Background: an optimization exercise with open tools, aiming at small area, a short achievable clock period and few clock cycles per item. Do not read the settings as production practice.
Function was checked by simulation only, so behaviour that the tests miss may differ from the original.
No activity file was given, so power comes from the tool's default toggle rates.

File: flow/config.mk
export PLATFORM = sky130hd
export DESIGN_NAME = filtcore
export DESIGN_NICKNAME = filtcore
export VERILOG_FILES = /design/flow/design.v
export SDC_FILE = /design/flow/constraint.sdc
export NUM_CORES = 4
export LEC_CHECK = 0
export ABC_AREA = 1
export CAP_MARGIN = 20
export CORE_MARGIN = 2
export CORE_UTILIZATION = 60
export PLACE_DENSITY = 0.7
export SLEW_MARGIN = 20
File: flow/constraint.sdc
create_clock -name core_clock -period 14.0 [get_ports {clk}]
set_input_delay 2.8000 -clock core_clock [delete_from_list [all_inputs] [get_ports {clk}]]
set_output_delay 2.8000 -clock core_clock [all_outputs]
set_load 0.01 [all_outputs]
File: flow/design.v
module bitwidth16 (
    input  wire [15:0] v,
    output reg  [4:0]  bits
);
    integer i;
    always @* begin
        bits = 5'd0;
        for (i = 0; i < 16; i = i + 1)
            if (v[i])
                bits = i + 1;
    end
endmodule
module filtcore (
    input  wire        clk,
    input  wire        rst,
    input  wire        cmd_valid,
    output wire        cmd_ready,
    input  wire [31:0] cmd_word,
    output wire        rsp_valid,
    input  wire        rsp_ready,
    output wire [31:0] rsp_word,
    output wire [1:0]  err_sticky
);
    reg [15:0] al_l, al_h;       
    reg        cfg_l, cfg_h;
    reg [15:0] last_l, last_h;
    reg [5:0]  al_n;
    reg [3:0]  ash_n;
    reg        cfg_n;
    reg [9:0]  ls_n;             
    reg [1:0]  err_q;
    reg        va;               
    reg [1:0]  ua, oa;
    reg        ia;
    reg [15:0] xa;               
    reg [2:0]  sia;              
    reg        k_hi, k_mid, k_lo;    
    reg        ve;               
    reg        e_l, e_h, e_n;    
    reg        e_cin;            
    reg        e_fin;            
    reg        e_step;           
    reg        e_clr;            
    reg [1:0]  est;              
    reg [22:0] ep;               
    reg [6:0]  eb;               
    reg [15:0] ex;               
    reg        rv;               
    reg [1:0]  rs;
    reg [15:0] rr;               
    wire en = !rv || rsp_ready;
    wire [1:0]  cu = cmd_word[19:18];
    wire [1:0]  co = cmd_word[17:16];
    wire [15:0] cd = cmd_word[15:0];
    wire cill = (cmd_word[31:20] != 12'd0) || (cu == 2'd3) ||
                (co == 2'd3 && cd != 16'd0);
    wire p_go;
    wire a_rel;
    reg rdy_x, rdy_y;
    assign cmd_ready = !rst && (rdy_x || (rdy_y && rsp_ready));
    wire accept = cmd_valid && cmd_ready;
    always @(posedge clk) begin
        if (rst)
            va <= 1'b0;
        else if (accept)
            va <= 1'b1;
        else if (a_rel)
            va <= 1'b0;
    end
    wire        cw;
    wire [15:0] new_al;
    wire        fw      = cw && ua == {1'b0, cu[0]};
    wire        big_new = new_al[15:7] != 9'd0;
    wire        big_c   = fw ? big_new : (cu[0] ? al_h[15:7] != 9'd0 : al_l[15:7] != 9'd0);
    wire        cfg_c   = fw || (cu[0] ? cfg_h : cfg_l);
    wire        slow_c  = !cill && !cu[1] && co == 2'd1 && cfg_c && big_c;
    wire [4:0]  cx_bits;
    bitwidth16 u_bw_x (.v(cd), .bits(cx_bits));
    wire        ncoef = cu == 2'd2 && !co[0];
    wire [4:0]  ck    = ncoef ? 5'd6 : 5'd10;
    wire [3:0]  csa   = (cx_bits > ck) ? cx_bits - ck : 4'd0;
    wire [15:0] cxs   = cd >> csa;
    wire [2:0]  csi   = csa[2:0];
    wire        cnorm = cu == 2'd2 && co == 2'd1;
    always @(posedge clk) begin
        if (accept) begin
            ua  <= cu;
            oa  <= co;
            ia  <= cill;
            xa  <= cnorm ? {6'd0, cxs[9:0]} : ncoef ? {6'd0, csa, cxs[5:0]} : cd;
            sia <= csi;
        end
    end
    always @(posedge clk) begin
        if (accept) begin
            k_hi  <= slow_c;
            k_mid <= 1'b0;
            k_lo  <= 1'b0;
        end else if (p_go) begin
            k_hi  <= 1'b0;
            k_mid <= k_hi;
            k_lo  <= k_mid;
        end
    end
    wire basic   = !ua[1];
    wire is_init = oa == 2'd0;
    wire is_proc = oa == 2'd1;
    wire is_setc = oa == 2'd2;
    wire is_rst  = oa == 2'd3;
    wire [15:0] al_s  = ua[0] ? al_h : al_l;
    wire        cfg_s = ua[1] ? cfg_n : (ua[0] ? cfg_h : cfg_l);
    wire [8:0]  oh_s  = 9'd0 - al_s[15:7];       
    wire step = !ia && is_proc && cfg_s;
    wire fin  = !k_hi && !k_mid;
    assign p_go  = va && en;
    assign a_rel = p_go && fin;
    reg [6:0]  pa, pb;
    reg [15:0] px;
    always @* begin
        if (!basic) begin
            pa = {1'b0, al_n};
            pb = 7'd64 - {1'b0, al_n};
            px = xa;
        end else begin
            px = xa;
            if (k_hi) begin
                pa = {5'd0, al_s[15:14]};
                pb = {5'd0, oh_s[8:7]};
            end else if (k_mid) begin
                pa = al_s[13:7];
                pb = oh_s[6:0];
            end else begin
                pa = al_s[6:0];
                pb = ~al_s[6:0];
            end
        end
    end
    wire [22:0] prod;
    wire [22:0] pca, pcb;
    wire [23:0] prod24;
    mac7x16 u_mac_p (.b(pa), .l(px), .p(23'd0), .c(23'd0), .sa(pca), .sb(pcb), .t(prod24));
    assign prod = prod24[22:0];
    wire [4:0]  nsh  = {1'b0, ash_n} + {2'd0, sia};
    reg [1:0] pst;
    always @* begin
        if (ia)                    pst = 2'd1;
        else if (is_proc && !cfg_s) pst = 2'd2;
        else                       pst = 2'd0;
    end
    assign new_al = xa + 16'd1;
    assign cw = va && !ia && (is_init || is_setc);
    always @(posedge clk) begin
        if (!rst && cw && ua == 2'd0) al_l <= new_al;
        if (!rst && cw && ua == 2'd1) al_h <= new_al;
        if (!rst && cw && ua == 2'd2) begin
            al_n  <= xa[5:0];
            ash_n <= xa[9:6];
        end
    end
    always @(posedge clk) begin
        if (rst) begin
            cfg_l <= 1'b0;
            cfg_h <= 1'b0;
            cfg_n <= 1'b0;
            err_q <= 2'd0;
        end else begin
            if (cw && ua == 2'd0) cfg_l <= 1'b1;
            if (cw && ua == 2'd1) cfg_h <= 1'b1;
            if (cw && ua == 2'd2) cfg_n <= 1'b1;
            if (va && pst == 2'd1) err_q[0] <= 1'b1;
            if (va && pst == 2'd2) err_q[1] <= 1'b1;
        end
    end
    always @(posedge clk) begin
        if (rst)
            ve <= 1'b0;
        else if (en)
            ve <= p_go;
    end
    always @(posedge clk) begin
        if (p_go) begin
            e_l    <= ua == 2'd0;
            e_h    <= ua == 2'd1;
            e_n    <= ua[1];
            e_cin  <= k_mid || k_lo;
            e_fin  <= fin;
            e_step <= step;
            e_clr  <= !ia && (is_init || is_rst);
            est    <= pst;
            ep     <= prod;
            eb     <= pb;
            ex     <= basic ? xa : {11'd0, nsh};
        end
    end
    wire e_go = ve && en;
    wire [15:0] el = ({16{e_l}} & last_l) | ({16{e_h}} & last_h) |
                     ({16{e_n}} & {6'd0, ls_n});
    wire [15:0] ec = {16{e_cin}} & rr;
    wire [22:0] t;
    wire [22:0] ta, tb;          
    wire [23:0] t24;
    mac7x16 u_mac_e (.b(eb), .l(el), .p(ep), .c({ec, 7'd0}), .sa(ta), .sb(tb), .t(t24));
    assign t = t24[22:0];
    wire [16:0] hd  = {1'b0, ex} - {1'b0, t[22:7]};
    wire [15:0] hb  = hd[16] ? 16'd0 : hd[15:0];
    wire [15:0] yb = t[22:7];
    wire [15:0] s   = t[15:0];
    wire [4:0]  e   = ex[4:0];
    wire [31:0] sh  = {16'd0, s} << e;
    reg  [15:0] m_sat, m_big;
    integer i;
    always @* begin
        for (i = 0; i < 16; i = i + 1) begin
            m_sat[i] = i + e >= 22;
            m_big[i] = i + e >= 16;
        end
    end
    wire        sat = (s & m_sat) != 16'd0;
    wire        big = (s & m_big) != 16'd0;
    wire [15:0] yn  = sat ? 16'hFFFF : sh[21:6];
    reg  [3:0]  s_msb;           
    integer k;
    always @* begin
        s_msb = 4'd0;
        for (k = 0; k < 16; k = k + 1)
            if (s[k])
                s_msb = k;
    end
    wire [15:0] nrm = s << (~s_msb);
    wire [9:0]  top = nrm[15:6];
    wire [9:0]  ls_next = sat ? 10'h3FF : big ? top : sh[15:6];
    always @(posedge clk) begin
        if (rst) begin
            last_l <= 16'd0;
            last_h <= 16'd0;
            ls_n   <= 10'd0;
        end else if (e_go) begin
            if (e_fin) begin
                if (e_l) begin
                    if (e_clr) last_l <= 16'd0;
                    else if (e_step) last_l <= yb;
                end
                if (e_h) begin
                    if (e_clr) last_h <= 16'd0;
                    else if (e_step) last_h <= yb;
                end
                if (e_n) begin
                    if (e_clr) ls_n <= 10'd0;
                    else if (e_step) ls_n <= ls_next;
                end
            end
        end
    end
    always @(posedge clk) begin
        if (rst)
            rv <= 1'b0;
        else if (en)
            rv <= e_go && e_fin;
    end
    wire va_n    = !rst && (accept || (va && !a_rel));
    wire k_hi_n  = accept ? slow_c : (p_go ? 1'b0 : k_hi);
    wire k_mid_n = accept ? 1'b0 : (p_go ? k_hi : k_mid);
    wire rv_n    = !rst && (en ? (e_go && e_fin) : rv);
    wire fin_n   = !k_hi_n && !k_mid_n;
    always @(posedge clk) begin
        rdy_x <= !va_n || (fin_n && !rv_n);
        rdy_y <= fin_n;
    end
    always @(posedge clk) begin
        if (e_go) begin
            rs  <= est;
            if (e_fin && !e_step)
                rr <= 16'd0;
            else if (e_fin && e_n)
                rr <= yn;
            else if (e_fin && e_h)
                rr <= hb;
            else if (e_fin)
                rr <= yb;
            else
                rr <= t[15:0];
        end
    end
    assign rsp_valid  = rv && !rst;
    assign rsp_word   = {14'd0, rs, rr};
    assign err_sticky = err_q;
endmodule
module mac7x16 (
    input  wire [6:0]  b,
    input  wire [15:0] l,
    input  wire [22:0] p,
    input  wire [22:0] c,
    output wire [22:0] sa,
    output wire [22:0] sb,
    output wire [23:0] t
);
    wire [22:0] r0 = b[0] ? {7'd0, l}       : 23'd0;
    wire [22:0] r1 = b[1] ? {6'd0, l, 1'd0} : 23'd0;
    wire [22:0] r2 = b[2] ? {5'd0, l, 2'd0} : 23'd0;
    wire [22:0] r3 = b[3] ? {4'd0, l, 3'd0} : 23'd0;
    wire [22:0] r4 = b[4] ? {3'd0, l, 4'd0} : 23'd0;
    wire [22:0] r5 = b[5] ? {2'd0, l, 5'd0} : 23'd0;
    wire [22:0] r6 = b[6] ? {1'd0, l, 6'd0} : 23'd0;
    wire [22:0] s1a = r0 ^ r1 ^ r2;
    wire [22:0] c1a = {(r0 & r1 | r0 & r2 | r1 & r2), 1'b0};
    wire [22:0] s1b = r3 ^ r4 ^ r5;
    wire [22:0] c1b = {(r3 & r4 | r3 & r5 | r4 & r5), 1'b0};
    wire [22:0] s1c = r6 ^ p ^ c;
    wire [22:0] c1c = {(r6 & p | r6 & c | p & c), 1'b0};
    wire [22:0] s2a = s1a ^ c1a ^ s1b;
    wire [22:0] c2a = {(s1a & c1a | s1a & s1b | c1a & s1b), 1'b0};
    wire [22:0] s2b = c1b ^ s1c ^ c1c;
    wire [22:0] c2b = {(c1b & s1c | c1b & c1c | s1c & c1c), 1'b0};
    wire [22:0] s3 = s2a ^ c2a ^ s2b;
    wire [22:0] c3 = {(s2a & c2a | s2a & s2b | c2a & s2b), 1'b0};
    wire [22:0] s4 = s3 ^ c3 ^ c2b;
    wire [22:0] c4 = {(s3 & c3 | s3 & c2b | c3 & c2b), 1'b0};
    assign sa = s4;
    assign sb = c4;
    assign t  = {1'b0, s4} + {1'b0, c4};
endmodule
File: flow/flow/run.sh
#!/bin/bash
set -euo pipefail
bash standard.sh SYNTH_ARGS=-noabc SETUP_SLACK_MARGIN=7.6 finish > standard.log 2>&1
File: flow/standard.sh
#!/bin/bash
# synth_recipe.tcl (not shown) runs the flow's synth.tcl, then flattens the netlist and writes it again
# the make line also repeats each setting of config.mk as NAME=value (left out here)
make -C /OpenROAD-flow-scripts/flow DESIGN_CONFIG=/design/flow/config.mk WORK_HOME=/design/flow/orfs CLKGATE_MAP_FILE= SYNTH_SCRIPT=/design/flow/synth_recipe.tcl "${@:-finish}"
==> out/metrics.yaml, run 1 <==
status: "no timing/DRC/antenna violations"
synth_area_leaders: "edfxtp_1, fa_1, nand2_1"
power.density_mw_per_mm2: 156
area_delta_synth_final_pct: 14.1
grt_max_degree: 61
grt_pass1_wl_um: 96300
initial_utilization_pct: 61.2
hpwlAfterDp_um: 46900
min_period_ps: 6520
drv_cap: 0
finalPower_uw: 3540
hold_buffers: 0
synth_common_cells: "nand2_1, nor2_1, inv_1"
dr.pass1.iters: 6
grtUsageTotal_pct: 35.2
drcViolationCount: 0
dieArea_sq_mm: 0.0347
syn_area_sq_mm: 0.0200
numCtsBuffers: 17
synth_edf_count: 139
cts_sinks: 194
max-vdd-ir-drop_v: 0.000111
yosysSeqAreaShare_pct: 26.4
place_congestion: 0.983
clkTransAtPathRegs_ps: 80
cp.arrival_ps: 6790
synth_top_cell_by_area: "edfxtp_1"
yosysUniqueCellTypes: 61
ant_nets: 0
final_net_count: 2965
fillers: 2606
fin_crit_sh_pct: 46.6
drive_above_1_share_pct: 11.5
regArea_sq_mm: 0.00528
crit_slowest_cell: "fa_1"
multiInputGateArea_sq_mm: 0.0140
first_global_vias: 17907
yosysMostFrequentCell: "nand2_1"
p_leak_uw: 0.0110
n_antenna_cell: 0
clock.fmax_mhz: 153
worst_pin_slew_ps: 1070
fin_skew_ps: 21.2
coreArea_sq_mm: 0.0326
critPathMaxStageDelay_ps: 580
tns_ps: 0
clock-root-buffer: "clkbuf_16"
synth_ff_type: "edfxtp_1"
ys_warn_count: 2
path_max_fanout: 5
start_kind: "flop"
ys_ff_latch: 194
avgRoutedWirePerCell_um: 20.3
async_flop_share_pct: 0
hold_viol: 0
hold_path.class: "reg2reg"
cts_tree: "yes"
ios: 72
yosys.area.top_type_share_pct: 20.9
relSlewSlack_pct: 28.6
drv_slew: 0
syn_area_per_cell_sq_um: 7.85
setup_violations: 0
antenna_found_initial: 0
vias: 18354
drtIter0Drc: 1785
drt-total-wl_um: 62200
cts_buffer_depth: 2
h-tree-depth: 4
worstSkewPairLatency_ps: 460
rows: 66
rsz0062_at_grt: "true"
worstSetupPathType: "reg2reg"
via_per_inst: 5.98
die_w_um: 186
die_h_um: 186
critPathCaptureType: "flop"
grt-ovfl-total: 0
numPortBuffers: 57
cp.required_ps: 14270
syn_inst: 2542
[metrics by stage]
| stage | std cells | area [sq um] | worst slack (ps) | util [%] | hold slack [ps] |
|---|---|---|---|---|---|
| 2_1_floorplan | 2555 | 20000 | 7620 | - | 400 |
| 3_3_place_gp | 2974 | 20800 | 6460 | 63.7 | 403 |
| 3_5_place_dp | 2974 | 20800 | 6570 | 63.8 | 406 |
| 4_1_cts | 3034 | 22000 | 7560 | 67.4 | 424 |
| 5_1_grt | 3069 | 22800 | 7290 | 69.8 | 443 |
| 6_report | 3069 | 22800 | 7480 | 69.8 | 427 |
[critical path, delay by kind of cell, from the launching register on]
kind                       cells  cell delay (ps)
AOI/OAI and AO/OA              6              890
xor gates and xnor gates       1              200
adders and majority gates      6             2680
buffers and inverters          7              790
DFF                            1              400
and+or+nand+nor               13             1370
[layout by cell type (no fill, tap or decap), types with 10 or more instances in the layout]
| master | count |
|---|---|
| edfxtp_1 | 139 |
| xnor2_1 | 21 |
| o21ai_1 | 15 |
| ha_4 | 18 |
| clkbuf_16 | 17 |
| nand2_1 | 592 |
| xor2_1 | 41 |
| fa_1 | 178 |
| nor4_1 | 10 |
| nand3_2 | 12 |
| clkinv_1 | 11 |
| o21ai_0 | 143 |
| nor2_2 | 13 |
| nand2_2 | 20 |
| nand2_4 | 11 |
| or2_2 | 10 |
| nand4_1 | 13 |
| a21oi_1 | 125 |
| o211ai_1 | 14 |
| inv_2 | 20 |
| dfxtp_1 | 55 |
| nor2_1 | 289 |
| inv_1 | 262 |
| o221ai_1 | 12 |
| clkdlybuf4s50_1 | 53 |
| buf_4 | 72 |
| nand3_1 | 143 |
| nand3_4 | 10 |
| ha_1 | 113 |
| a21oi_2 | 13 |
| conb_1 | 14 |
| nor3_1 | 18 |
[cell type report]
type,count,share of cell area (%)
multi-input combinational,1965,61.4
tap,442,2.43
clock inverter,14,0.819
timing repair buffer,136,5.28
sequential,194,23.2
clock buffer,17,1.87
inverter,301,5.07
[report_power, final]
| group | total (uW) | internal [uW] | leakage (uW) | switching (uW) |
|---|---|---|---|---|
| Combinational | 2320 | 849 | 0.00901 | 1470 |
| Sequential | 698 | 668 | 0.00173 | 30.4 |
| Clock | 519 | 272 | 0.000298 | 247 |
| Total | 3540 | 1790 | 0.0110 | 1750 |
[sequential cells by signal, indices dropped and copies added, names as in the netlist, 3 cells and up]
name and count:
al_n 6, eb 7, last_l 16, al_h 16
ls_n 10, sia 3, al_l 16, rr 16
ash_n 4, ex 16, ep 23, last_h 16
xa 16
[final timing paths]
path                            cells past startpoint    end  startpoint  slack (ps)
worst min register to register                      0  rs[1]      est[1]         430
worst max register to register                     33  rr[5]         e_l        7480
worst min-delay path                                0  rs[1]      est[1]         430
worst max-delay path                               33  rr[5]         e_l        7480
[what timing repair did]
action,in CTS,in global routing
pin swaps,25,49
cloned,0,0
resized for setup,88,117
setup buffers,29,35
setup endpoints to repair,42,41
[metal layers]
metal	vias to the layer above	global-route usage (%)	share of wire, %	wire, um
li1	8438	-	-	-
met1	8767	43.0	38	23700
met2	913	60.2	49	30400
met3	236	4.14	6.5	4070
met4	0	20.9	6.5	4050
met5	-	0	0	0
[cells by family after synthesis]
family	after synthesis	share of synthesized area, %
flip-flops	194	26.4
AND/OR/NAND/NOR	1165	24.3
XOR/XNOR	69	3.22
adder cells (fa/ha/maj)	314	26.5
multiplexers	1	0.0502
other	1	0.0188
AO/OA/AOI/OAI	402	11.5
buffers and inverters	396	7.99
Testbench counts, summed over its fixed seeds: cycles 16,024, items 16,000.
==> inputs of run 2 (changes only) <==
==> flow/flow/run.sh (replaced) <==
#!/bin/bash
set -euo pipefail
bash standard.sh SYNTH_ARGS=-noabc SETUP_SLACK_MARGIN=7.9 finish > standard.log 2>&1
==> run 2 against run 1 <==
Compared with the run above:
- still clean
- synthesized area unchanged
- sequential cell count unchanged
- sequential power barely moved
- via count increased by 2.5%
- first-iteration DRC count rose by 30%
- worst setup slack got worse by 130 ps
- critical path depth is 3 higher
==> out/metrics.yaml, run 2 <==
dr.pass1.iters: 6
crit_top_cell: "nand2_1"
n_antenna_cell: 0
p_leak_uw: 0.0113
hold_viol: 0
drv_cap: 0
grt_max_degree: 54
worstSkewPairLatency_ps: 450
final_cell_mix: "nand2_1, nor2_1, inv_1, fa_1, nand3_1"
final_common_cell: "nand2_1"
grtUsageTotal_pct: 35.7
drv_slew: 0
regArea_sq_mm: 0.00528
avgRoutedWirePerCell_um: 20.7
start_kind: "flop"
numPortBuffers: 57
place_congestion: 0.996
hp-start: "est[0]"
p_int_uw: 1870
ys_warn_count: 2
p_sw_uw: 1820
min_period_ps: 6650
cp.arrival_ps: 6790
rows: 66
post-place-ws_ps: 6660
path_max_fanout: 6
clock-root-buffer: "clkbuf_16"
grt-ovfl-total: 0
h-tree-depth: 4
clock.fmax_mhz: 150
clkTransAtPathRegs_ps: 80
finalPower_uw: 3690
cts_tree: "yes"
hold_path.class: "reg2reg"
drt-total-wl_um: 64500
drcViolationCount: 0
r2r-start: "e_l"
synth_edf_count: 139
power.density_mw_per_mm2: 158
r2r_cells: 36
cp.required_ps: 14150
holdPathStages: 0
first_global_vias: 18214
drtIter0Drc: 2326
status: "no timing/DRC/antenna violations"
async_flop_share_pct: 0
reg2reg_to: "rr[14]"
combinationalPowerShare_pct: 67.4
synth_area_leaders: "edfxtp_1, fa_1, nand2_1"
tns_ps: 0
critPathCaptureType: "flop"
antenna_found_initial: 0
setup_violations: 0
dieArea_sq_mm: 0.0347
whs_endpoint: "rs[0]"
final_net_count: 3012
rsz0062_at_grt: "true"
setup_ws_ps: 7350
top_register: "ep"
crit_slowest_cell: "edfxtp_1"
fin_crit_sh_pct: 47.5
synth_common_cells: "nand2_1, nor2_1, inv_1"
synth_top_cell_by_area: "edfxtp_1"
worst_pin_slew_ps: 1040
cts_buffer_depth: 2
yosysMostFrequentCell: "nand2_1"
via_per_inst: 6.04
fillers: 2563
syn_area_sq_mm: 0.0200
die_w_um: 186
multiInputGateArea_sq_mm: 0.0141
numCtsBuffers: 17
swShare_pct: 49.4
synth_ff_type: "edfxtp_1"
area_delta_synth_final_pct: 16.9
fin_skew_ps: 16.9
cts_sinks: 194
initial_utilization_pct: 61.2
vias: 18821
die_h_um: 186
syn_inst: 2542
yosysUniqueCellTypes: 61
grt_pass1_wl_um: 97800
yosysSeqAreaShare_pct: 26.4
critPathMaxStageDelay_ps: 520
rrSetupSlack_ps: 7350
yosys.area.top_type_share_pct: 20.9
hpwlAfterDp_um: 47300
coreArea_sq_mm: 0.0326
ant_nets: 0
drive_above_1_share_pct: 13.9
syn_area_per_cell_sq_um: 7.85
worstSetupPathType: "reg2reg"
p_seq_share_pct: 18.9
relSlewSlack_pct: 30.3
largest_register_ffs: 23
ys_ff_latch: 194
ios: 72
max-vdd-ir-drop_v: 0.000147
pwr-share-clk_pct: 13.7
## run 2: area by class of cell
cell class,count,share of cell area [%]
timing repair inverter,1,0.0215
inverter,301,5.00
multi-input combinational,1967,60.4
clock inverter,14,0.713
tap,442,2.37
sequential,194,22.6
timing repair buffer,180,7.01
clock buffer,18,1.88
## run 2: per-layer routing
metal	wire, um	vias up	GRT usage [%]
li1	-	8541	-
met1	24000	8942	43.6
met2	31900	1088	63.0
met3	5150	250	4.81
met4	3570	0	16.6
met5	0	-	0
## run 2: timing repair
action | 4_1_cts | 5_1_grt
hold buffers | 0 | 0
gates resized for setup | 117 | 123
endpoints found under the setup margin | 48 | 42
endpoints found under the hold margin | 0 | 0
gates cloned | 0 | 5
buffers inserted | 51 | 55
pin swaps | 31 | 71
## run 2: critical path: cells and delay by family (launching register included)
family	cells	cell delay, ps
AOI/OAI and AO/OA	5	640
DFF	1	520
adders and majority gates	7	2790
buffers and inverters	7	770
and+or+nand+nor	16	1470
xor gates and xnor gates	1	150
## run 2: logic make-up (layout without fill, tap and decap cells)
kind of cell | count (synthesis) | in the layout | synth area share [%]
and+or+nand+nor | 1165 | 1167 | 24.3
AOI/OAI and AO/OA | 402 | 402 | 11.5
buffers and inverters | 396 | 514 | 7.99
adders and majority gates | 314 | 314 | 26.5
DFF | 194 | 194 | 26.4
xor gates and xnor gates | 69 | 69 | 3.22
other | 1 | 14 | 0.0188
muxes | 1 | 1 | 0.0502
## run 2: worst max-delay path by stage
stage | from | end | slack, ps
2_1_floorplan | e_h | rr[12] | 7890
3_3_place_gp | rst | cmd_ready | 6690
3_5_place_dp | rst | cmd_ready | 6660
4_1_cts | rsp_ready | cmd_ready | 7580
5_1_grt | e_l | rr[12] | 7130
6_report | e_l | rr[14] | 7350
## run 2: stage by stage
| step | cell area [sq um] | util (%) | hold slack [ps] | std cells |
|---|---|---|---|---|
| final | 23300 | 71.5 | 426 | 3117 |
| after global routing | 23300 | 71.5 | 448 | 3117 |
| after CTS | 22400 | 68.6 | 434 | 3057 |
| after detailed placement | 20900 | 64.1 | 419 | 2974 |
| after global placement | 20900 | 64.1 | 402 | 2974 |
| after floorplan | 20100 | - | 400 | 2555 |
## run 2: power by group through the flow
stage	logic, uW	registers (uW)	clock network [uW]
floorplan	1470	696	0
global placement	1930	714	0
detailed placement	1940	714	0
CTS	2140	697	507
global route	2670	700	529
finish	2480	698	505
==> inputs of run 3 (changes only) <==
--- a/flow/design.v
+++ b/flow/design.v
@@ -36,4 +36,5 @@
     reg [2:0]  sia;              
     reg        k_hi, k_mid, k_lo;    
+    reg [6:0]  pa;               
     reg        ve;               
     reg        e_l, e_h, e_n;    
@@ -46,7 +47,12 @@
     reg [6:0]  eb;               
     reg [15:0] ex;               
+    reg        qv;               
+    reg [1:0]  qs;
+    reg [15:0] qy;               
+    reg [15:0] qx;               
+    reg        qh;               
     reg        rv;               
     reg [1:0]  rs;
-    reg [15:0] rr;               
+    reg [15:0] rr;
     wire en = !rv || rsp_ready;
     wire [1:0]  cu = cmd_word[19:18];
@@ -75,4 +81,9 @@
     wire        cfg_c   = fw || (cu[0] ? cfg_h : cfg_l);
     wire        slow_c  = !cill && !cu[1] && co == 2'd1 && cfg_c && big_c;
+    wire [15:0] al_c    = fw ? new_al : (cu[0] ? al_h : al_l);
+    wire        fwn     = cw && ua == 2'd2;
+    wire [5:0]  new_aln;
+    wire [6:0]  pa_c    = cu[1] ? {1'b0, fwn ? new_aln : al_n} :
+                          slow_c ? {5'd0, al_c[15:14]} : al_c[6:0];
     wire [4:0]  cx_bits;
     bitwidth16 u_bw_x (.v(cd), .bits(cx_bits));
@@ -97,8 +108,13 @@
             k_mid <= 1'b0;
             k_lo  <= 1'b0;
+            pa    <= pa_c;
         end else if (p_go) begin
             k_hi  <= 1'b0;
             k_mid <= k_hi;
             k_lo  <= k_mid;
+            if (k_hi)
+                pa <= al_s[13:7];
+            else if (k_mid)
+                pa <= al_s[6:0];
         end
     end
@@ -115,24 +131,15 @@
     assign p_go  = va && en;
     assign a_rel = p_go && fin;
-    reg [6:0]  pa, pb;
-    reg [15:0] px;
+    reg [6:0]  pb;
+    wire [15:0] px = xa;
     always @* begin
-        if (!basic) begin
-            pa = {1'b0, al_n};
+        if (!basic)
             pb = 7'd64 - {1'b0, al_n};
-            px = xa;
-        end else begin
-            px = xa;
-            if (k_hi) begin
-                pa = {5'd0, al_s[15:14]};
-                pb = {5'd0, oh_s[8:7]};
-            end else if (k_mid) begin
-                pa = al_s[13:7];
-                pb = oh_s[6:0];
-            end else begin
-                pa = al_s[6:0];
-                pb = ~al_s[6:0];
-            end
-        end
+        else if (k_hi)
+            pb = {5'd0, oh_s[8:7]};
+        else if (k_mid)
+            pb = oh_s[6:0];
+        else
+            pb = ~al_s[6:0];
     end
     wire [22:0] prod;
@@ -149,4 +156,5 @@
     end
     assign new_al = xa + 16'd1;
+    assign new_aln = xa[5:0];
     assign cw = va && !ia && (is_init || is_setc);
     always @(posedge clk) begin
@@ -196,5 +204,5 @@
     wire [15:0] el = ({16{e_l}} & last_l) | ({16{e_h}} & last_h) |
                      ({16{e_n}} & {6'd0, ls_n});
-    wire [15:0] ec = {16{e_cin}} & rr;
+    wire [15:0] ec = {16{e_cin}} & qy;
     wire [22:0] t;
     wire [22:0] ta, tb;          
@@ -202,6 +210,4 @@
     mac7x16 u_mac_e (.b(eb), .l(el), .p(ep), .c({ec, 7'd0}), .sa(ta), .sb(tb), .t(t24));
     assign t = t24[22:0];
-    wire [16:0] hd  = {1'b0, ex} - {1'b0, t[22:7]};
-    wire [15:0] hb  = hd[16] ? 16'd0 : hd[15:0];
     wire [15:0] yb = t[22:7];
     wire [15:0] s   = t[15:0];
@@ -253,13 +259,16 @@
     end
     always @(posedge clk) begin
-        if (rst)
+        if (rst) begin
+            qv <= 1'b0;
             rv <= 1'b0;
-        else if (en)
-            rv <= e_go && e_fin;
+        end else if (en) begin
+            qv <= e_go && e_fin;
+            rv <= qv;
+        end
     end
     wire va_n    = !rst && (accept || (va && !a_rel));
     wire k_hi_n  = accept ? slow_c : (p_go ? 1'b0 : k_hi);
     wire k_mid_n = accept ? 1'b0 : (p_go ? k_hi : k_mid);
-    wire rv_n    = !rst && (en ? (e_go && e_fin) : rv);
+    wire rv_n    = !rst && (en ? qv : rv);
     wire fin_n   = !k_hi_n && !k_mid_n;
     always @(posedge clk) begin
@@ -269,15 +278,22 @@
     always @(posedge clk) begin
         if (e_go) begin
-            rs  <= est;
+            qs <= est;
+            qx <= ex;
+            qh <= e_fin && e_step && e_h;
             if (e_fin && !e_step)
-                rr <= 16'd0;
+                qy <= 16'd0;
             else if (e_fin && e_n)
-                rr <= yn;
-            else if (e_fin && e_h)
-                rr <= hb;
+                qy <= yn;
             else if (e_fin)
-                rr <= yb;
+                qy <= yb;
             else
-                rr <= t[15:0];
+                qy <= t[15:0];
+        end
+    end
+    wire [16:0] hd = {1'b0, qx} - {1'b0, qy};
+    always @(posedge clk) begin
+        if (en && qv) begin
+            rs <= qs;
+            rr <= !qh ? qy : hd[16] ? 16'd0 : hd[15:0];
         end
     end
==> flow/flow/run.sh (replaced) <==
#!/bin/bash
set -euo pipefail
bash standard.sh SETUP_SLACK_MARGIN=7.6 finish > standard.log 2>&1
==> run 3 against run 2 <==
Compared with the run above:
- still clean on timing, DRC and antenna
- wire length grew 4.0%
- sequential cell count grew 43
- sequential share of layout area grew 3.5 points
- total power grew 29%
- combinational power grew 21%
- first-iteration DRC count shrank 22%
- highest routed layer unchanged
==> out/metrics.yaml, run 3 <==
status: "no timing/DRC/antenna violations"
grtUsageTotal_pct: 33.5
worstSkewPairLatency_ps: 560
die_h_um: 200
hold_viol: 0
place_congestion: 0.934
clock-root-buffer: "clkbuf_16"
synth_top_cell_by_area: "edfxtp_1"
grt_max_degree: 56
h-tree-depth: 1
cts_sinks: 237
final_common_cell: "nand2_1"
setup_violations: 0
numCtsBuffers: 27
hp-start: "ex[14]"
worstSetupStartpoint: "rst"
die_w_um: 200
fin_crit_sh_pct: 45.5
yosys.area.top_type_share_pct: 23.5
critPathCaptureType: "primary output"
syn_area_sq_mm: 0.0231
ys_warn_count: 2
synth_area_leaders: "edfxtp_1, fa_1, nand2_1"
drive_above_1_share_pct: 6.07
final_cell_mix: "nand2_1, inv_1, nor2_1, fa_1, edfxtp_1"
swShare_pct: 50.5
cts_tree: "yes"
drcViolationCount: 0
antenna_found_initial: 0
dieArea_sq_mm: 0.0401
p_seq_share_pct: 20.5
synth_edf_count: 181
syn_area_per_cell_sq_um: 7.74
max-vdd-ir-drop_v: 0.000175
vias: 20081
drv_cap: 0
p_int_uw: 2360
first_global_vias: 19875
holdPathStages: 0
ant_nets: 0
pwr-share-clk_pct: 16.3
via_per_inst: 5.70
combinationalPowerShare_pct: 63.2
fin_skew_ps: 9.68
whs_endpoint: "qx[14]"
numPortBuffers: 57
cp.arrival_ps: 3560
min_period_ps: 6360
worstSetupPathType: "in2out"
reg2reg_to: "qy[10]"
rows: 71
setup_ws_ps: 7640
worst_pin_slew_ps: 1160
relSlewSlack_pct: 22.3
wl_met3_um: 4830
ys_ff_latch: 237
post-place-ws_ps: 6900
m1WireLength_um: 25900
fillers: 3237
power.density_mw_per_mm2: 190
avgRoutedWirePerCell_um: 19.0
hold_path.class: "reg2reg"
ios: 72
p_leak_uw: 0.0124
r2r-start: "e_h"
clkTransAtPathRegs_ps: 60
clock.fmax_mhz: 157
rsz0062_at_grt: "false"
p_sw_uw: 2410
r2r_cells: 29
yosysSeqAreaShare_pct: 28.3
grt_pass1_wl_um: 106000
n_antenna_cell: 0
cp.required_ps: 11200
initial_utilization_pct: 61.1
rrSetupSlack_ps: 7890
drtIter0Drc: 1817
coreArea_sq_mm: 0.0378
cts_buffer_depth: 3
finalPower_uw: 4770
async_flop_share_pct: 0
yosysMostFrequentCell: "nand2_1"
grt-ovfl-total: 0
met2_length_um: 32200
top_register: "ep"
hold_buffers: 0
final_net_count: 3340
dr.pass1.iters: 8
drv_slew: 0
syn_inst: 2989
area_delta_synth_final_pct: 8.43
yosysUniqueCellTypes: 66
start_kind: "input pin"
top_layer: "met4"
synth_common_cells: "nand2_1, inv_1, nor2_1"
hpwlAfterDp_um: 52200
tns_ps: 0
drt-total-wl_um: 67100
synth_ff_type: "edfxtp_1"
path_max_fanout: 10
largest_register_ffs: 23
==> run 3: cell types whose count changed after synthesis, moves of 13 or more <==
cell / change
edfxtp_1: +42
a31oi_1: +13
o21ai_0: +20
inv_1: +326
nor2_1: -114
nand2_1: +73
a21oi_1: +26
o211ai_1: +21
==> run 3: worst max path at each step <==
stage,endpoint,slack [ps],cells past startpoint
floorplan,rsp_valid,7840,3
global placement,xa[1],6920,19
detailed placement,xa[1],6900,19
CTS,cmd_ready,7560,4
global route,ls_n[4],7560,31
finish,cmd_ready,7640,4
==> run 3: cell type report <==
type | instances | area [sq um] | share of cell area (%)
Clock inverter | 21 | 282 | 1.12
Clock buffer | 29 | 693 | 2.76
Inverter | 629 | 2380 | 9.49
Sequential cell | 237 | 6560 | 26.1
Multi-Input combinational cell | 2013 | 13700 | 54.5
Tap cell | 511 | 639 | 2.55
Timing Repair Buffer | 84 | 863 | 3.44
==> run 3: timing repair <==
item	4_1_cts	5_1_grt
gates cloned	1	0
gates resized for setup	13	26
buffers inserted	7	3
setup endpoints to repair	22	36
pin swaps	1	4
==> run 3: cells by family (layout without fill, tap and decap cells) <==
logic type	count (synthesis)	after routing	share of synthesized area, %
buffers and inverters	752	763	13.3
other	1	14	0.0162
AOI/OAI and AO/OA	492	492	12.1
DFF	237	237	28.3
adders and majority gates	312	312	22.8
and+or+nand+nor	1130	1130	20.9
muxes	6	6	0.260
xor gates and xnor gates	59	59	2.27
==> run 3: power groups by stage <==
| stage | logic [uW] | clock network, uW | registers (uW) |
|---|---|---|---|
| after detailed placement | 2870 | 0 | 995 |
| final | 3010 | 777 | 980 |
| after global routing | 3330 | 804 | 986 |
| after floorplan | 2160 | 0 | 929 |
| after CTS | 2910 | 782 | 978 |
| after global placement | 2810 | 0 | 994 |
==> run 3: stage by stage <==
stage / hold slack (ps) / utilization [%] / instance area [sq um] / instances
after detailed placement: 407 / 63.0 / 23800 / 3463
after global placement: 401 / 63.0 / 23800 / 3463
after global routing: 423 / 66.3 / 25100 / 3524
after floorplan: 400 / - / 23200 / 3002
after CTS: 421 / 65.9 / 24900 / 3521
final: 419 / 66.3 / 25100 / 3524
==> run 3: routing by layer <==
metal / GRT usage [%] / up-vias
li1: - / 9439
met1: 41.0 / 9515
met2: 57.8 / 890
met3: 4.21 / 237
met4: 18.3 / 0
met5: 0 / -
==> run 3: worst max-delay path: stages <==
cell and delay [ps]:
dlygate4sd2_1 310, buf_12 180, a21oi_2 120, buf_2 150
Testbench counts of run 3, summed over its fixed seeds: cycles 16,032, items 16,000.
==> inputs of run 4 (changes only) <==
--- a/flow/design.v
+++ b/flow/design.v
@@ -88,9 +88,6 @@
     wire [4:0]  cx_bits;
     bitwidth16 u_bw_x (.v(cd), .bits(cx_bits));
-    wire        ncoef = cu == 2'd2 && !co[0];
-    wire [4:0]  ck    = ncoef ? 5'd6 : 5'd10;
-    wire [3:0]  csa   = (cx_bits > ck) ? cx_bits - ck : 4'd0;
-    wire [15:0] cxs   = cd >> csa;
-    wire [2:0]  csi   = csa[2:0];
+    wire [2:0]  csi   = (cx_bits > 5'd10) ? cx_bits - 5'd10 : 3'd0;
+    wire [15:0] cxs   = cd >> csi;
     wire        cnorm = cu == 2'd2 && co == 2'd1;
     always @(posedge clk) begin
@@ -99,5 +96,5 @@
             oa  <= co;
             ia  <= cill;
-            xa  <= cnorm ? {6'd0, cxs[9:0]} : ncoef ? {6'd0, csa, cxs[5:0]} : cd;
+            xa  <= cnorm ? {6'd0, cxs[9:0]} : cd;
             sia <= csi;
         end
@@ -156,5 +153,9 @@
     end
     assign new_al = xa + 16'd1;
-    assign new_aln = xa[5:0];
+    wire [4:0]  raw_bits;
+    bitwidth16 u_bw_raw (.v(xa), .bits(raw_bits));
+    wire [3:0]  new_ash = (raw_bits > 5'd6) ? raw_bits - 5'd6 : 4'd0;
+    wire [15:0] raw_sh  = xa >> new_ash;
+    assign new_aln = raw_sh[5:0];
     assign cw = va && !ia && (is_init || is_setc);
     always @(posedge clk) begin
@@ -162,6 +163,6 @@
         if (!rst && cw && ua == 2'd1) al_h <= new_al;
         if (!rst && cw && ua == 2'd2) begin
-            al_n  <= xa[5:0];
-            ash_n <= xa[9:6];
+            al_n  <= raw_sh[5:0];
+            ash_n <= new_ash;
         end
     end
==> run 4 against run 3 <==
Compared with the run above:
- still clean on timing, DRC and antenna
- clock-buffer cell count down 1
- sequential share of layout area down 0.37 points
- sequential power down 0.6%
- critical endpoint is now rsp_valid
- highest routed layer unchanged
==> out/metrics.yaml, run 4 <==
status: "no timing/DRC/antenna violations"
area_delta_synth_final_pct: 8.90
cts_buffer_depth: 3
drv_cap: 0
ys_ff_latch: 237
vias: 20644
drt-total-wl_um: 67200
die_h_um: 201
final_cells: 3649
dp_cells: 3578
drtIter0Drc: 1664
final_cell_mix: "nand2_1, inv_1, nor2_1, edfxtp_1, fa_1"
numPortBuffers: 57
cp.required_ps: 11200
die_w_um: 201
final_net_count: 3457
synth_top_cell_by_area: "edfxtp_1"
via_per_inst: 5.66
dr.pass1.iters: 6
dieArea_sq_mm: 0.0405
fin_skew_ps: 17.4
n_antenna_cell: 0
syn_inst: 3097
start_kind: "input pin"
ys_warn_count: 2
hpwlAfterDp_um: 52600
synth_area_leaders: "edfxtp_1, fa_1, nand2_1"
max-vdd-ir-drop_v: 0.000124
drcViolationCount: 0
drive_above_1_share_pct: 6.58
setup_violations: 0
largest_register_ffs: 23
hold_buffers: 0
clock-root-buffer: "clkbuf_16"
grt-ovfl-total: 0
antenna_found_initial: 0
clock.fmax_mhz: 161
rsz0062_at_grt: "true"
min_period_ps: 6220
cp.arrival_ps: 3420
hold_viol: 0
fin_crit_sh_pct: 44.4
drv_slew: 0
critPathCaptureType: "primary output"
power.density_mw_per_mm2: 182
hold_path.class: "reg2reg"
rows: 72
final_common_cell: "nand2_1"
ios: 72
synth_edf_count: 181
place_congestion: 0.969
synth_ff_type: "edfxtp_1"
syn_area_sq_mm: 0.0234
initial_utilization_pct: 60.6
relSlewSlack_pct: 33.3
cts_tree: "yes"
clkTransAtPathRegs_ps: 70
worstSkewPairLatency_ps: 560
syn_area_per_cell_sq_um: 7.54
synth_common_cells: "nand2_1, inv_1, nor2_1"
h-tree-depth: 1
yosysMostFrequentCell: "nand2_1"
yosysUniqueCellTypes: 65
ant_nets: 0
worstSetupPathType: "in2out"
first_global_vias: 20622
top_register: "ep"
worst_pin_slew_ps: 996
coreArea_sq_mm: 0.0386
finalPower_uw: 4620
grt_pass1_wl_um: 108000
yosys.area.top_type_share_pct: 23.3
cts_sinks: 237
tns_ps: 0
path_max_fanout: 20
async_flop_share_pct: 0
numCtsBuffers: 27
p_leak_uw: 0.0125
avgRoutedWirePerCell_um: 18.4
grtUsageTotal_pct: 33.5
grt_max_degree: 60
yosysSeqAreaShare_pct: 28.1
run 4: area by class of cell:
| type | instances | area [sq um] |
|---|---|---|
| Multi-Input combinational cell | 2137 | 14200 |
| Fill cell | 3442 | 13100 |
| Sequential cell | 237 | 6560 |
| Inverter | 610 | 2320 |
| Timing Repair Buffer | 97 | 877 |
| Clock buffer | 28 | 679 |
| Tap cell | 518 | 648 |
| Clock inverter | 22 | 194 |
run 4: power by group:
part           switching, uW  internal, uW  leakage (uW)  total, uW
clock                    299           395      0.000428        694
combinational           1960           993       0.00998       2960
sequential              87.7           886       0.00214        974
total                   2350          2270        0.0125       4620
run 4: what timing repair did:
item	4_1_cts	5_1_grt
endpoints found under the setup margin	24	27
pin swaps	0	4
buffers inserted	8	13
resized for setup	14	51
run 4: path summary, 6_finish.rpt:
check             start        end  slack, ps  cells after the start
setup / recovery    rst  rsp_valid       7780                      3
hold / removal    ex[9]      qx[9]        410                      0
setup reg to reg    e_h     qy[12]       7860                     29
hold reg to reg   ex[9]      qx[9]        410                      0
run 4: routing by layer:
| metal | routed length, um | GRT usage (%) | up-vias | part of all wire [%] |
|---|---|---|---|---|
| met3 | 4860 | 4.00 | 210 | 7.2 |
| met5 | 0 | 0 | - | 0 |
| met2 | 32700 | 58.5 | 880 | 49 |
| met4 | 3720 | 17.6 | 0 | 5.5 |
| met1 | 25900 | 40.7 | 9760 | 39 |
| li1 | - | - | 9794 | - |
run 4: logic make-up after synthesis:
group                      share of synthesized area (%)
AOI/OAI and AO/OA                                   11.5
xor gates and xnor gates                            2.71
adders and majority gates                           22.4
buffers and inverters                               12.4
DFF                                                 28.1
muxes                                              0.343
other                                             0.0161
and+or+nand+nor                                     22.5
run 4: worst max-delay path, cell delays in order:
cell and delay, ps:
buf_4 250, nor2_1 80, dlygate4sd2_1 280
run 4: per-stage QoR:
step	area, sq um	util [%]	setup WS [ps]	hold slack [ps]
2_1_floorplan	23400	-	7610	400
3_3_place_gp	24200	62.7	6570	401
3_5_place_dp	24200	62.7	6550	405
4_1_cts	25100	65.2	7480	409
5_1_grt	25400	66.0	7550	418
6_report	25400	66.0	7780	411
Testbench counts of run 4, summed over its fixed seeds: cycles 16,032, items 16,000.

## re-timing with driven ports
No port has a modelled driver above. Below, the same layouts with a new extraction and two added sets of constraints.
Step 1, drivers: a clkbuf_16 drives clk and a buf_2 each remaining input, both assumed.
Step 2 moves the port delays by t, midway between the first and last clock arrival at a register: inputs arrive t later, outputs are due t later. That takes back most of the time a late clock gives input paths.
Three values: ideal, step 1, step 2; two values: the first two.
run | shift t [ns] | setup slack, ns | worst setup path at the end | clock arrival spread, ns | slew at the worst register clock pin (ns)
run 1 | 0.498 | 7.480 / 7.480 / 7.480 | register to register | 0.021 / 0.021 | 0.08 / 0.08
run 2 | 0.488 | 7.355 / 7.355 / 7.355 | register to register | 0.017 / 0.017 | 0.08 / 0.08
run 3 | 0.613 | 7.635 / 7.611 / 7.437 | input to register | 0.010 / 0.011 | 0.06 / 0.06
run 4 | 0.608 | 7.785 / 7.762 / 7.494 | input to register | 0.019 / 0.020 | 0.07 / 0.07
After both steps every run listed still meets setup and hold. The setup slack of run 4, which loses most, moves by -0.023 ns with the drivers and by -0.291 ns with both steps.
